What follows belongs to an exercise in optimizing a design on an open flow for small area, a short achievable clock period and few clock cycles per item; a production flow would make more cautious choices. Function was checked by simulation only, so behaviour that the tests miss may differ from the original. Power is estimated from default activity; no workload was simulated.

==> inputs of run G <==
// crsf_parser
module crsf_parser (
    input  wire       clk,
    input  wire       rst,         
    input  wire       in_valid,
    output wire       in_ready,
    input  wire [7:0] in_data,
    input  wire       in_last,     
    output wire       out_valid,
    input  wire       out_ready,
    output wire [7:0] out_data,
    output wire       out_last,    
    output wire       st_valid,
    output wire [7:0] st_aux,      
    output wire [5:0] st_level     
);
export LEC_CHECK = 0
export CAP_MARGIN = 20
export CORE_MARGIN = 2
export CORE_UTILIZATION = 40
export CTS_BUF_LIST = sky130_fd_sc_hd__clkbuf_16
export CTS_CLUSTER_DIAMETER = 300
export CTS_CLUSTER_SIZE = 26
export SETUP_SLACK_MARGIN = 2.8
export SLEW_MARGIN = 20
export TNS_END_PERCENT = 100
create_clock -name core_clock -period 5.0 [get_ports {clk}]
run.sh (not shown) runs the stock make flow with config.mk's settings and CLKGATE_MAP_FILE= SYNTH_SCRIPT=/design/flow/synth_recipe.tcl, a recipe that flattens the netlist after the stock synthesis.
==> run H: changes against run G <==
==> flow/design.v (replaced) <==
module crsf_parser (
    input  wire       clk,
    input  wire       rst,         
    input  wire       in_valid,
    output wire       in_ready,
    input  wire [7:0] in_data,
    input  wire       in_last,     
    output wire       out_valid,
    input  wire       out_ready,
    output wire [7:0] out_data,
    output wire       out_last,    
    output wire       st_valid,
    output wire [7:0] st_aux,      
    output wire [5:0] st_level     
);
    localparam QD = 4;             
    function automatic [7:0] crc8_step(input [7:0] c, input [7:0] b);
        integer i;
        reg [7:0] v;
        begin
            v = c ^ b;
            for (i = 0; i < 8; i = i + 1)
                v = v[7] ? ((v << 1) ^ 8'hD5) : (v << 1);
            crc8_step = v;
        end
    endfunction
    function automatic is_sync(input [7:0] b);
        is_sync = (b == 8'hC8) || (b == 8'hEA) || (b == 8'hEC) || (b == 8'hEE);
    endfunction
    function automatic [7:0] sync_byte(input [1:0] code);
        sync_byte = {2'b11, code != 2'd0, 2'b01, code, 1'b0};
    endfunction
    reg  [7:0] mem [0:63];
    reg        rdy;
    reg  [5:0] wptr;         
    reg  [5:0] cptr;         
    reg  [5:0] rptr;         
    reg  [5:0] lvl;          
    reg  [1:0] scode;        
    reg  [5:0] flen;         
    reg  [7:0] crc;          
    reg        ext;          
    reg        cmp;          
    reg        c_open;
    reg        c_seen;
    reg        c_drop;
    reg  [2:0] qn;
    reg  [1:0] q_aux [0:QD-1];     
    reg  [5:0] o_nf;         
    reg  [5:0] st_nf;        
    reg  [5:0] q_lvl [0:QD-1];
    reg  [5:0] q_mrk [0:QD-1];
    reg        st_q;
    integer    qi;
    localparam K_SYNC = 2'd0, K_LEN = 2'd1, K_BODY = 2'd2;
    reg  [1:0] i_ph;         
    reg  [5:0] i_rem;        
    reg  [7:0] g [0:3];      
    reg  [1:0] gsel;
    reg        gv;           
    reg  [1:0] gk;           
    reg        gl;           
    reg        ov, sv;
    reg  [7:0] od, sd;
    reg        ol, sl;
    wire       in_take = in_valid && rdy;
    wire       x_sync  = is_sync(in_data);
    wire       x_lenok = (in_data >= 8'd2) && (in_data <= 8'd62);
    wire       x_ok    = (in_data == crc) && !(ext && flen < 6'd4);
    wire       lvl0    = (lvl == 6'd0);
    wire       lvl1    = (lvl == 6'd1);
    reg  [5:0] wptr_n, cptr_n;
    reg  [5:0] lvl_n;
    reg        drop_n;       
    reg        good_n;       
    always @(*) begin
        wptr_n = wptr;
        cptr_n = cptr;
        lvl_n  = lvl;
        drop_n = 1'b0;
        good_n = 1'b0;
        if (lvl0) begin
            if (x_sync)
                lvl_n  = 6'd1;
            else
                drop_n = 1'b1;
        end else if (lvl1) begin
            if (x_lenok) begin
                wptr_n = wptr + 6'd1;
                lvl_n  = 6'd2;
            end else begin
                drop_n = 1'b1;
                if (!x_sync)
                    lvl_n = 6'd0;
            end
        end else begin
            wptr_n = wptr + 6'd1;
            lvl_n  = lvl + 6'd1;
            if (cmp) begin
                lvl_n = 6'd0;
                if (x_ok) begin
                    good_n = 1'b1;
                    cptr_n = wptr + 6'd1;
                end else begin
                    drop_n = 1'b1;
                    wptr_n = cptr;
                end
            end
        end
    end
    wire       seen_n  = c_open ? (c_seen | x_sync) : (!lvl0 | x_sync);
    wire       cdrop_n = (c_open && c_drop) | drop_n;
    wire       push    = in_take && in_last;
    reg        push_d;       
    wire       q_has  = (qn > {2'd0, st_q});
    wire [5:0] q_hmrk = st_q ? q_mrk[1] : q_mrk[0];
    wire       q_at   = q_has && (rptr == q_hmrk) && (i_ph == 2'd0);
    wire       q_has2 = (qn > {2'd0, st_q} + 3'd1);
    wire [5:0] q_hmrk2 = st_q ? q_mrk[2] : q_mrk[1];
    wire       q_at2  = q_has2 && (rptr == q_hmrk2);
    wire       take   = ov && out_ready;
    wire       st_set = q_at && !gv && !sv && (!ov || out_ready);
    wire       q_blk  = q_at && !(st_set && !q_at2);
    wire       avail  = (i_ph != 2'd0) || ((rptr != cptr) && !q_blk);
    wire       issue  = avail && ({1'b0, ov} + {1'b0, sv} + {1'b0, gv} - {1'b0, take} <= 2'd1);
    wire [7:0] rd     = g[gsel];
    wire [7:0] land   = (gk == K_SYNC) ? sync_byte(rd[7:6]) :
                        (gk == K_LEN)  ? {2'b00, rd[5:0]} : rd;
    wire [5:0] occ    = wptr - rptr;
    wire [2:0] q_cnt  = qn + {2'd0, push_d} - {2'd0, st_q};
    integer    gj, gk2;
    reg  [7:0] gt;
    wire [15:0] rsel = 16'd1 << rptr[3:0];
    assign in_ready  = rdy;
    assign out_valid = ov;
    assign out_data  = od;
    assign out_last  = ol;
    assign st_valid  = st_q;
    assign st_aux    = {q_aux[0], st_nf};
    assign st_level  = q_lvl[0];
    always @(posedge clk) begin
        if (rdy)
            mem[wptr] <= lvl1 ? {scode, in_data[5:0]} : in_data;
        for (gj = 0; gj < 4; gj = gj + 1) begin
            gt = 8'd0;
            for (gk2 = 0; gk2 < 16; gk2 = gk2 + 1)
                gt = gt | (mem[gj*16 + gk2] & {8{rsel[gk2]}});
            g[gj] <= gt;
        end
        gsel <= rptr[5:4];
        gk   <= i_ph;
        gl   <= (i_ph == K_BODY) && (i_rem == 6'd1);
        if (issue && i_ph == K_LEN)
            i_rem <= rd[5:0];
        else if (issue && i_ph == K_BODY)
            i_rem <= i_rem - 6'd1;
        if (take && sv) begin
            od <= sd;
            ol <= sl;
        end else if (!ov || take) begin
            od <= land;
            ol <= gl;
        end
        if (gv && ov && !(take && !sv)) begin
            sd <= land;
            sl <= gl;
        end
        if (in_take) begin
            if (lvl1) begin
                flen <= in_data[5:0];
                crc  <= 8'h00;
            end else
                crc  <= crc8_step(crc, in_data);
            if (lvl == 6'd2)
                ext <= (in_data >= 8'h28);
            if (lvl0 || x_sync)
                scode <= in_data[2:1];
        end
        for (qi = 0; qi < QD; qi = qi + 1) begin
            if (st_q && qi < QD - 1) begin
                q_aux[qi] <= q_aux[qi+1];
                q_lvl[qi] <= q_lvl[qi+1];
                q_mrk[qi] <= q_mrk[qi+1];
            end
            if (push_d && qi == qn - {2'd0, st_q}) begin
                q_aux[qi] <= {~c_seen, c_drop};
                q_lvl[qi] <= lvl;
                q_mrk[qi] <= cptr;
            end
        end
        if (rst) begin
            rdy    <= 1'b0;
            wptr   <= 6'd0;
            cptr   <= 6'd0;
            rptr   <= 6'd0;
            lvl    <= 6'd0;
            cmp    <= 1'b0;
            c_open <= 1'b0;
            push_d <= 1'b0;
            o_nf   <= 6'd0;
            qn     <= 3'd0;
            st_q   <= 1'b0;
            ov     <= 1'b0;
            sv     <= 1'b0;
            gv     <= 1'b0;
            i_ph   <= 2'd0;
        end else begin
            push_d <= push;
            rdy <= (in_take ? (occ <= 6'd61) : (occ <= 6'd62)) &&
                   (push ? (q_cnt < QD - 1) : (q_cnt < QD));
            if (in_take) begin
                wptr <= wptr_n;
                cptr <= cptr_n;
                lvl  <= lvl_n;
                cmp  <= !lvl1 && (lvl == flen);
                c_open <= !in_last;
                c_seen <= seen_n;
                c_drop <= cdrop_n;
            end
            qn   <= qn + {2'd0, push_d} - {2'd0, st_q};
            st_q <= st_set;
            gv <= issue;
            if (st_set) begin
                st_nf <= o_nf;
                o_nf  <= {5'd0, issue && i_ph == K_SYNC};
            end else if (issue && i_ph == K_SYNC && o_nf != 6'd63)
                o_nf <= o_nf + 6'd1;
            if (issue) begin
                if (i_ph != K_SYNC)
                    rptr <= rptr + 6'd1;
                i_ph <= (i_ph == K_SYNC) ? K_LEN :
                        (i_ph == K_LEN)  ? K_BODY :
                        (i_rem == 6'd1)  ? K_SYNC : K_BODY;
            end
            if (take && sv)
                sv <= gv;
            else if (!ov || take)
                ov <= gv;
            else if (gv)
                sv <= 1'b1;
        end
    end
endmodule
==> flow/config.mk (replaced) <==
export PLATFORM = sky130hd
export DESIGN_NAME = crsf_parser
export DESIGN_NICKNAME = crsf_parser
export VERILOG_FILES = /design/flow/design.v
export SDC_FILE = /design/flow/constraint.sdc
export NUM_CORES = 4
export LEC_CHECK = 0
export ABC_CLOCK_PERIOD_IN_PS = 2400
export CAP_MARGIN = 20
export CORE_MARGIN = 2
export CORE_UTILIZATION = 40
export CTS_BUF_LIST = sky130_fd_sc_hd__clkbuf_8 sky130_fd_sc_hd__clkbuf_16
export CTS_CLUSTER_DIAMETER = 300
export CTS_CLUSTER_SIZE = 28
export SETUP_SLACK_MARGIN = 2.6
export SLEW_MARGIN = 20
export TNS_END_PERCENT = 100
==> qor summary <==
|  | run G | run H |
|---|---|---|
| Power density over the cells | 392.8 mW/mm² | 398.3 mW/mm² |
| Number of filler instances in the final layout | 5828 | 5796 |
| Crit path kind | reg -> out | reg -> reg |
| Status | finished clean | finished clean |
| Critical path endpoint category | output pin | register |
| Cell with the largest stage delay on the worst path | sky130_fd_sc_hd__edfxtp_1 | sky130_fd_sc_hd__nor2_1 |
| Setup slack of the worst register-to-register path | 2.83 ns | 2.55 ns |
| Total power draw | 11600 µW | 12300 µW |
| Clock-pin slew of the registers on the worst-case setup and hold paths | 0.10 ns | 0.12 ns |
| Core area | 0.06716 mm² | 0.06728 mm² |
| Path length in cells of the critical path | 1 | 3 |
| Synthesized-area fraction occupied by xor and xnor cells | 0.02901 | 0.02149 |
| Worst Hold Margin | 0.4604 ns | 0.4459 ns |
| Die Area | 0.06992 mm² | 0.07024 mm² |
Testbench counts of run G, summed over its fixed seeds: cycles 52,863, bytes 52,098.
Testbench counts of run H, summed over its fixed seeds: cycles 52,883, bytes 52,098.

-- re-timing with driven ports --
The flow's constraints put no driver on any port. The routed layouts listed below were extracted and timed again, unchanged, in two steps. Step 1 (the two cells are an assumption about what drives the block):
set clk [get_ports {clk}]
set_driving_cell -lib_cell sky130_fd_sc_hd__clkbuf_16 $clk
set_driving_cell -lib_cell sky130_fd_sc_hd__buf_2 [delete_from_list [all_inputs] $clk]
Step 2 adds t to the input delays and takes it off the output delays; t is the mean of the earliest and latest rising clock arrival at the registers after step 1. Input paths then give back, and output paths get back, about the clock's delay inside the block. a / b / c = ideal ports / drivers / drivers and shift; a / b = the first two.
run	t (ns)	slack for setup (ns)	worst data-port slew with drivers (ns)	cell pins on the clock port's net
run G	0.677	2.784 / 2.725 / 2.174	0.03	1
run H	0.678	2.546 / 2.546 / 1.918	0.21	1
After both steps every run listed still meets setup and hold. The setup slack of run H, which loses most, moves by 0.000 ns with the drivers and by -0.628 ns with both steps.
